Background: an optimization exercise with open tools, aiming at small area. Do not read the settings as production practice. Function was checked by simulation only, so behaviour that the tests miss may differ from the original.

== job 4502 ==
==> flow/design.v <==
module stack_cpu (
    input  wire        clk,
    input  wire        rst,          
    input  wire [31:0] code_size,    
    output wire [31:0] code_addr,
    input  wire [31:0] code_rdata,
    output wire [1:0]  status,       
    output wire [2:0]  reason,       
    output wire [31:0] pc,
    output wire [4:0]  sp,
    input  wire [3:0]  stk_idx,
    output wire [31:0] stk_data
);
    localparam [3:0] S_CHK  = 4'd0,   
                     S_EX   = 4'd1,   
                     S_PCHK = 4'd2,   
                     S_PIMM = 4'd3,   
                     S_RST  = 4'd4,   
                     S_INC  = 4'd5,   
                     S_CJ   = 4'd6,   
                     S_CMP2 = 4'd12,  
                     S_SV   = 4'd13,  
                     S_MD1  = 4'd7,   
                     S_IT   = 4'd8,   
                     S_FIX  = 4'd9,   
                     S_HALT = 4'd10,  
                     S_FLT  = 4'd14,  
                     S_WAIT = 4'd11;  
    reg  [3:0]   state;
    reg  [31:0]  pc_r;
    reg  [4:0]   sp_r;
    reg  [2:0]   reason_r;
    reg  [3:0]   ph;
    reg  [511:0] ring;
    reg  [31:0]  A;
    reg          neg;     
    reg          lap;
    reg          take;
    reg  [4:0]   op;      
    assign code_addr = pc_r;
    assign pc        = pc_r;
    assign sp        = sp_r;
    assign status    = {st_flt, st_halt};
    assign reason    = reason_r;
    wire st_chk  = (state == S_CHK);
    wire st_ex   = (state == S_EX);
    wire st_pchk = (state == S_PCHK);
    wire st_pimm = (state == S_PIMM);
    wire st_rst  = (state == S_RST);
    wire st_inc  = (state == S_INC);
    wire st_cj   = (state == S_CJ);
    wire st_cmp2 = (state == S_CMP2);
    wire st_sv   = (state == S_SV);
    wire st_md1  = (state == S_MD1);
    wire st_it   = (state == S_IT);
    wire st_fix  = (state == S_FIX);
    wire st_halt = (state == S_HALT);
    wire st_flt  = (state == S_FLT);
    wire st_done = st_halt || st_flt;
    wire st_wait = (state == S_WAIT);
    wire [31:0] w = code_rdata;
    wire w_valid = (w[31:5] == 27'd0) && (w[4:0] != 5'd0) && (w[4:0] <= 5'd17);
    always @(posedge clk) if (st_wait) op <= w_valid ? w[4:0] : 5'd0;
    wire valid  = (op != 5'd0);
    wire o_push = (op == 5'd1);
    wire o_pop  = (op == 5'd2);
    wire o_add  = (op == 5'd3);
    wire o_sub  = (op == 5'd4);
    wire o_mult = (op == 5'd5);
    wire o_div  = (op == 5'd6);
    wire o_mod  = (op == 5'd7);
    wire o_jmp  = (op == 5'd8) || (op == 5'd15);
    wire o_cmp  = (op >= 5'd9) && (op <= 5'd13);
    wire o_call = (op == 5'd14);
    wire o_nop  = (op == 5'd16);
    wire o_as   = o_add || o_sub;
    wire o_dm   = o_div || o_mod;
    wire o_md   = o_mult || o_dm;
    wire need1 = o_pop || o_jmp || o_call;
    wire need2 = o_as || o_md;
    wire need3 = o_cmp;
    wire underflow = (need1 && sp_r == 5'd0) ||
                     (need2 && sp_r <  5'd2) ||
                     (need3 && sp_r <  5'd3);
    wire [3:0] sp4 = sp_r[3:0];
    wire [3:0] gap = sp4 - ph;              
    wire al0 = (gap == 4'd0);               
    wire al1 = (gap == 4'd1);               
    wire al2 = (gap == 4'd2);               
    wire al3 = (gap == 4'd3);               
    wire sel2 = (st_sv && o_dm) || (st_it && o_mult) || (st_fix && o_dm) ||
                (st_ex && o_cmp);
    wire [3:0] sel  = st_done ? stk_idx :
                      (sp4 - (st_cmp2 ? 4'd3 : sel2 ? 4'd2 : 4'd1));
    wire [3:0] ridx = sel - ph;
    wire [15:0] roh = 16'd1 << ridx;
    wire [31:0] R;
    stack_rdmux u_rd (.words(ring), .sel(roh), .r(R));
    wire [31:0] W0 = ring[31:0];
    wire [31:0] W1 = ring[63:32];
    assign stk_data = R;
    wire ex_as  = st_ex && o_as;
    wire ex_cmp = st_ex && o_cmp;
    wire ex_dm  = st_ex && o_dm;
    wire p_pc = st_chk || st_pchk || st_inc || (st_cj && !take) || st_rst || st_sv ||
                (st_ex && !(o_as || o_cmp || o_dm || o_jmp));
    wire p_x  = ex_as || ex_cmp || st_cmp2;
    wire p_s  = st_it;
    wire s_in = o_dm && pc_r[31];
    wire fix_neg = !o_mult && neg;
    wire md1_neg = st_md1 && o_dm && pc_r[31];
    wire q_r  = ex_as || (st_ex && o_jmp) || (st_cj && take) || ex_cmp || st_cmp2 || ex_dm ||
                (st_it && (o_dm || pc_r[31]));
    wire q_cs = st_chk || st_pchk;
    wire q_rd = 1'b0;
    wire p_rd = st_pimm;
    wire q_a  = st_fix && !o_div;
    wire q_pc = (st_fix && o_div) || (st_md1 && o_dm);
    wire inv  = st_chk || st_pchk || st_rst || (ex_as && o_sub) || ex_cmp || st_cmp2 || ex_dm ||
                md1_neg || (st_it && o_dm && !R[31]) ||
                (st_fix && fix_neg);
    wire cin  = st_chk || st_pchk || st_inc || (st_cj && !take) ||
                (st_ex && !(o_as || o_cmp || o_dm || o_jmp)) ||
                (ex_as && o_sub) || ex_cmp || st_cmp2 || ex_dm ||
                md1_neg || (st_it && o_dm && !R[31]) ||
                (st_fix && fix_neg);
    wire [31:0] P = ({32{p_pc}} & pc_r) | ({32{p_x}} & W0) |
                    ({32{p_s}} & {A[30:0], s_in}) | ({32{p_rd}} & code_rdata);
    wire [31:0] Q = ({32{q_r}} & R) | ({32{q_cs}} & code_size) |
                    ({32{q_rd}} & code_rdata) | ({32{q_a}} & A) | ({32{q_pc}} & pc_r);
    wire [33:0] sum = {1'b0, P, 1'b1} + {1'b0, Q ^ {32{inv}}, cin};
    wire [31:0] S    = sum[32:1];
    wire        cout = sum[33];
    wire        yzero = cout;
    wire x31 = W0[31];
    wire y31 = R[31];
    wire ge  = (x31 ^ y31) ? ~x31 : cout;
    reg  cond;
    always @(*) begin
        case (op)
            5'd9:    cond = take && ge;       
            5'd10:   cond = !ge;              
            5'd11:   cond = take;             
            5'd12:   cond = !take;            
            default: cond = ge;               
        endcase
    end
    wire sv_go = o_mult ? al1 : al2;
    wire ins = (st_ex && ((o_call && al1) || (o_as && al2))) ||
               (st_pimm && al0) || (st_sv && sv_go) || st_fix;
    always @(posedge clk) begin
        ring <= {ins ? S : W0, ring[511:32]};
        A    <= (st_it && (o_mult || cout)) ? S : P;
    end
    always @(posedge clk) begin
        if (rst) begin
            state    <= S_CHK;
            pc_r     <= 32'd0;
            sp_r     <= 5'd0;
            reason_r <= 3'd0;
            ph       <= 4'd0;
        end else begin
            ph <= ph + 4'd1;
            case (state)
                S_CHK: begin
                    if (cout) begin reason_r <= 3'd4; state <= S_FLT; end
                    else      state <= S_WAIT;
                end
                S_WAIT: state <= S_EX;
                S_EX: begin
                    if (!valid) begin
                        reason_r <= 3'd1; state <= S_FLT;
                    end else if (o_push) begin
                        pc_r  <= S;
                        state <= S_PCHK;
                    end else if (underflow) begin
                        reason_r <= 3'd2; state <= S_FLT;
                    end else if (o_pop) begin
                        sp_r  <= sp_r - 5'd1;
                        pc_r  <= S;
                        state <= S_CHK;
                    end else if (o_nop) begin
                        pc_r  <= S;
                        state <= S_CHK;
                    end else if (o_jmp) begin
                        sp_r  <= sp_r - 5'd1;
                        pc_r  <= S;
                        state <= S_CHK;
                    end else if (o_call) begin
                        if (al1) begin
                            pc_r  <= R;
                            state <= S_CHK;
                        end
                    end else if (o_as) begin
                        if (al2) begin
                            sp_r  <= sp_r - 5'd1;
                            state <= S_INC;
                        end
                    end else if (o_cmp) begin
                        if (al3) begin
                            take  <= ge;
                            state <= S_CMP2;
                        end
                    end else if (o_mult) begin
                        state <= S_SV;
                    end else if (o_dm) begin
                        if (yzero) begin
                            sp_r  <= sp_r - 5'd2;
                            state <= S_INC;
                        end else
                            state <= S_SV;
                    end else begin  
                        state <= S_HALT;
                    end
                end
                S_PCHK: begin
                    if (cout)                begin reason_r <= 3'd4; state <= S_RST; end
                    else if (sp_r[4])        begin reason_r <= 3'd3; state <= S_RST; end
                    else                     state <= S_PIMM;
                end
                S_PIMM: begin
                    if (al0) begin
                        sp_r  <= sp_r + 5'd1;
                        state <= S_INC;
                    end
                end
                S_RST: begin
                    pc_r     <= S;
                    state    <= S_FLT;
                end
                S_INC: begin
                    pc_r  <= S;
                    state <= S_CHK;
                end
                S_CMP2: begin
                    take  <= cond;
                    state <= S_CJ;
                end
                S_CJ: begin
                    sp_r  <= sp_r - 5'd3;
                    pc_r  <= S;
                    state <= S_CHK;
                end
                S_SV: begin
                    if (sv_go) begin
                        pc_r  <= R;
                        neg   <= o_div ? (W0[31] ^ W1[31]) : W0[31];
                        state <= S_MD1;
                    end
                end
                S_MD1: begin
                    if (o_dm) pc_r <= S;     
                    lap <= 1'b0;
                    if (al3) state <= S_IT;
                end
                S_IT: begin
                    pc_r <= {pc_r[30:0], cout};
                    if (al3) begin
                        lap <= 1'b1;
                        if (lap) state <= S_FIX;
                    end
                end
                S_FIX: begin
                    pc_r  <= R;              
                    sp_r  <= sp_r - 5'd1;
                    state <= S_INC;
                end
                default: ;  
            endcase
        end
    end
endmodule
module stack_rdmux (
    input  wire [511:0] words,
    input  wire [15:0]  sel,
    output reg  [31:0]  r
);
    integer i;
    always @(*) begin
        r = 32'd0;
        for (i = 0; i < 16; i = i + 1)
            r = r | ({32{sel[i]}} & words[32*i +: 32]);
    end
endmodule
==> flow/config.mk <==
export PLATFORM = sky130hd
export DESIGN_NAME = stack_cpu
export DESIGN_NICKNAME = stack_cpu
export VERILOG_FILES = /design/flow/design.v
export SDC_FILE = /design/flow/constraint.sdc
export NUM_CORES = 4
export LEC_CHECK = 0
export CAP_MARGIN = 20
export CORE_MARGIN = 2
export CORE_UTILIZATION = 40
export PLACE_DENSITY = 0.6
export SLEW_MARGIN = 20
export SYNTH_HIERARCHICAL = 1
export SYNTH_MINIMUM_KEEP_SIZE = 0
==> flow/constraint.sdc <==
create_clock -name core_clock -period 12.0 [get_ports {clk}]
set_input_delay 2.4000 -clock core_clock [delete_from_list [all_inputs] [get_ports {clk}]]
set_output_delay 2.4000 -clock core_clock [all_outputs]
set_load 0.01 [all_outputs]
standard.sh (not shown) runs the stock make flow with config.mk's settings and CLKGATE_MAP_FILE= SYNTH_SCRIPT=/design/flow/synth_recipe.tcl, a recipe that flattens the netlist after the stock synthesis.
==> flow/flow/run.sh <==
#!/bin/bash
set -euo pipefail
export BUFFER_PORTS_ARGS="-buffer_cell sky130_fd_sc_hd__buf_1"
export CTS_ARGS="-sink_clustering_enable -repair_clock_nets -dont_use_dummy_load -buf_list {sky130_fd_sc_hd__clkbuf_8} -sink_clustering_size 16 -sink_clustering_max_diameter 60"
bash standard.sh > flow_make.log 2>&1
#### Input delta (job 1783 over job 4502)
--- a/flow/design.v
+++ b/flow/design.v
@@ -21,16 +21,16 @@
                      S_CMP2 = 4'd12,  
                      S_SV   = 4'd13,  
                      S_MD1  = 4'd7,   
                      S_IT   = 4'd8,   
                      S_FIX  = 4'd9,   
-                     S_HALT = 4'd10,  
-                     S_FLT  = 4'd14,  
+                     S_DONE = 4'd10,
                      S_WAIT = 4'd11;  
     reg  [3:0]   state;
     reg  [31:0]  pc_r;
     reg  [4:0]   sp_r;
+    reg  [1:0]   status_r;
     reg  [2:0]   reason_r;
     reg  [3:0]   ph;
     reg  [511:0] ring;
     reg  [31:0]  A;
     reg          neg;     
@@ -38,11 +38,11 @@
     reg          take;
     reg  [4:0]   op;      
     assign code_addr = pc_r;
     assign pc        = pc_r;
     assign sp        = sp_r;
-    assign status    = {st_flt, st_halt};
+    assign status    = status_r;
     assign reason    = reason_r;
     wire st_chk  = (state == S_CHK);
     wire st_ex   = (state == S_EX);
     wire st_pchk = (state == S_PCHK);
     wire st_pimm = (state == S_PIMM);
@@ -52,13 +52,11 @@
     wire st_cmp2 = (state == S_CMP2);
     wire st_sv   = (state == S_SV);
     wire st_md1  = (state == S_MD1);
     wire st_it   = (state == S_IT);
     wire st_fix  = (state == S_FIX);
-    wire st_halt = (state == S_HALT);
-    wire st_flt  = (state == S_FLT);
-    wire st_done = st_halt || st_flt;
+    wire st_done = (state == S_DONE);
     wire st_wait = (state == S_WAIT);
     wire [31:0] w = code_rdata;
     wire w_valid = (w[31:5] == 27'd0) && (w[4:0] != 5'd0) && (w[4:0] <= 5'd17);
     always @(posedge clk) if (st_wait) op <= w_valid ? w[4:0] : 5'd0;
     wire valid  = (op != 5'd0);
@@ -155,28 +153,29 @@
     always @(posedge clk) begin
         if (rst) begin
             state    <= S_CHK;
             pc_r     <= 32'd0;
             sp_r     <= 5'd0;
+            status_r <= 2'd0;
             reason_r <= 3'd0;
             ph       <= 4'd0;
         end else begin
             ph <= ph + 4'd1;
             case (state)
                 S_CHK: begin
-                    if (cout) begin reason_r <= 3'd4; state <= S_FLT; end
+                    if (cout) begin status_r <= 2'd2; reason_r <= 3'd4; state <= S_DONE; end
                     else      state <= S_WAIT;
                 end
                 S_WAIT: state <= S_EX;
                 S_EX: begin
                     if (!valid) begin
-                        reason_r <= 3'd1; state <= S_FLT;
+                        status_r <= 2'd2; reason_r <= 3'd1; state <= S_DONE;
                     end else if (o_push) begin
                         pc_r  <= S;
                         state <= S_PCHK;
                     end else if (underflow) begin
-                        reason_r <= 3'd2; state <= S_FLT;
+                        status_r <= 2'd2; reason_r <= 3'd2; state <= S_DONE;
                     end else if (o_pop) begin
                         sp_r  <= sp_r - 5'd1;
                         pc_r  <= S;
                         state <= S_CHK;
                     end else if (o_nop) begin
@@ -208,11 +207,11 @@
                             sp_r  <= sp_r - 5'd2;
                             state <= S_INC;
                         end else
                             state <= S_SV;
                     end else begin  
-                        state <= S_HALT;
+                        status_r <= 2'd1; state <= S_DONE;
                     end
                 end
                 S_PCHK: begin
                     if (cout)                begin reason_r <= 3'd4; state <= S_RST; end
                     else if (sp_r[4])        begin reason_r <= 3'd3; state <= S_RST; end
@@ -224,11 +223,12 @@
                         state <= S_INC;
                     end
                 end
                 S_RST: begin
                     pc_r     <= S;
-                    state    <= S_FLT;
+                    status_r <= 2'd2;
+                    state    <= S_DONE;
                 end
                 S_INC: begin
                     pc_r  <= S;
                     state <= S_CHK;
                 end
Results
Job 1783 ended up with fewer standard cells than job 4502.
Looking at first-iteration DRC count across job 1783 and job 4502, the one that comes out lower is job 1783.
On clock buffer and inverter area fraction after layout, job 4502 tracks job 1783 almost exactly.
CTS sink count (job 1783 vs. job 4502) increases slightly
Per the comparison of job 1783 with job 4502, via count of the first global-routing pass down 337, number of filler cells placed in the layout down 0.98%, netlist area before placement down 130 um^2, number of vias after detailed routing down 622.
Final number of hold-violating endpoints: job 4502 vs job 1783 — no meaningful difference
Average detailed-routed wire length per instance on job 1783 is down relative to job 4502.

afterwards: timing with drivers on the ports:
How much do the figures lean on ideal ports? The routed layouts below were timed once more, with nothing changed but the port constraints. Step 1 (the two cells are an assumption about what drives the block):
set clk [get_ports {clk}]
set_driving_cell -lib_cell sky130_fd_sc_hd__clkbuf_16 $clk
set_driving_cell -lib_cell sky130_fd_sc_hd__buf_2 [delete_from_list [all_inputs] $clk]
Step 2, shift: input delay + t, output delay - t, t = (earliest + latest rising clock arrival at the registers) / 2. This alone moves slack from input paths to output paths. Slacks: ideal / step 1 / step 2; pairs: ideal / step 1.
run	shift t [ns]	setup WS [ns]	hold WS [ns]	worst setup path at the end	pins driven straight from the clock port
job 4502	0.696	2.092 / 2.092 / 2.092	0.302 / 0.302 / 0.302	register to register	1
job 1783	0.700	1.944 / 1.944 / 1.944	0.307 / 0.307 / 0.307	register to register	1
After both steps setup and hold are still met in every run listed.
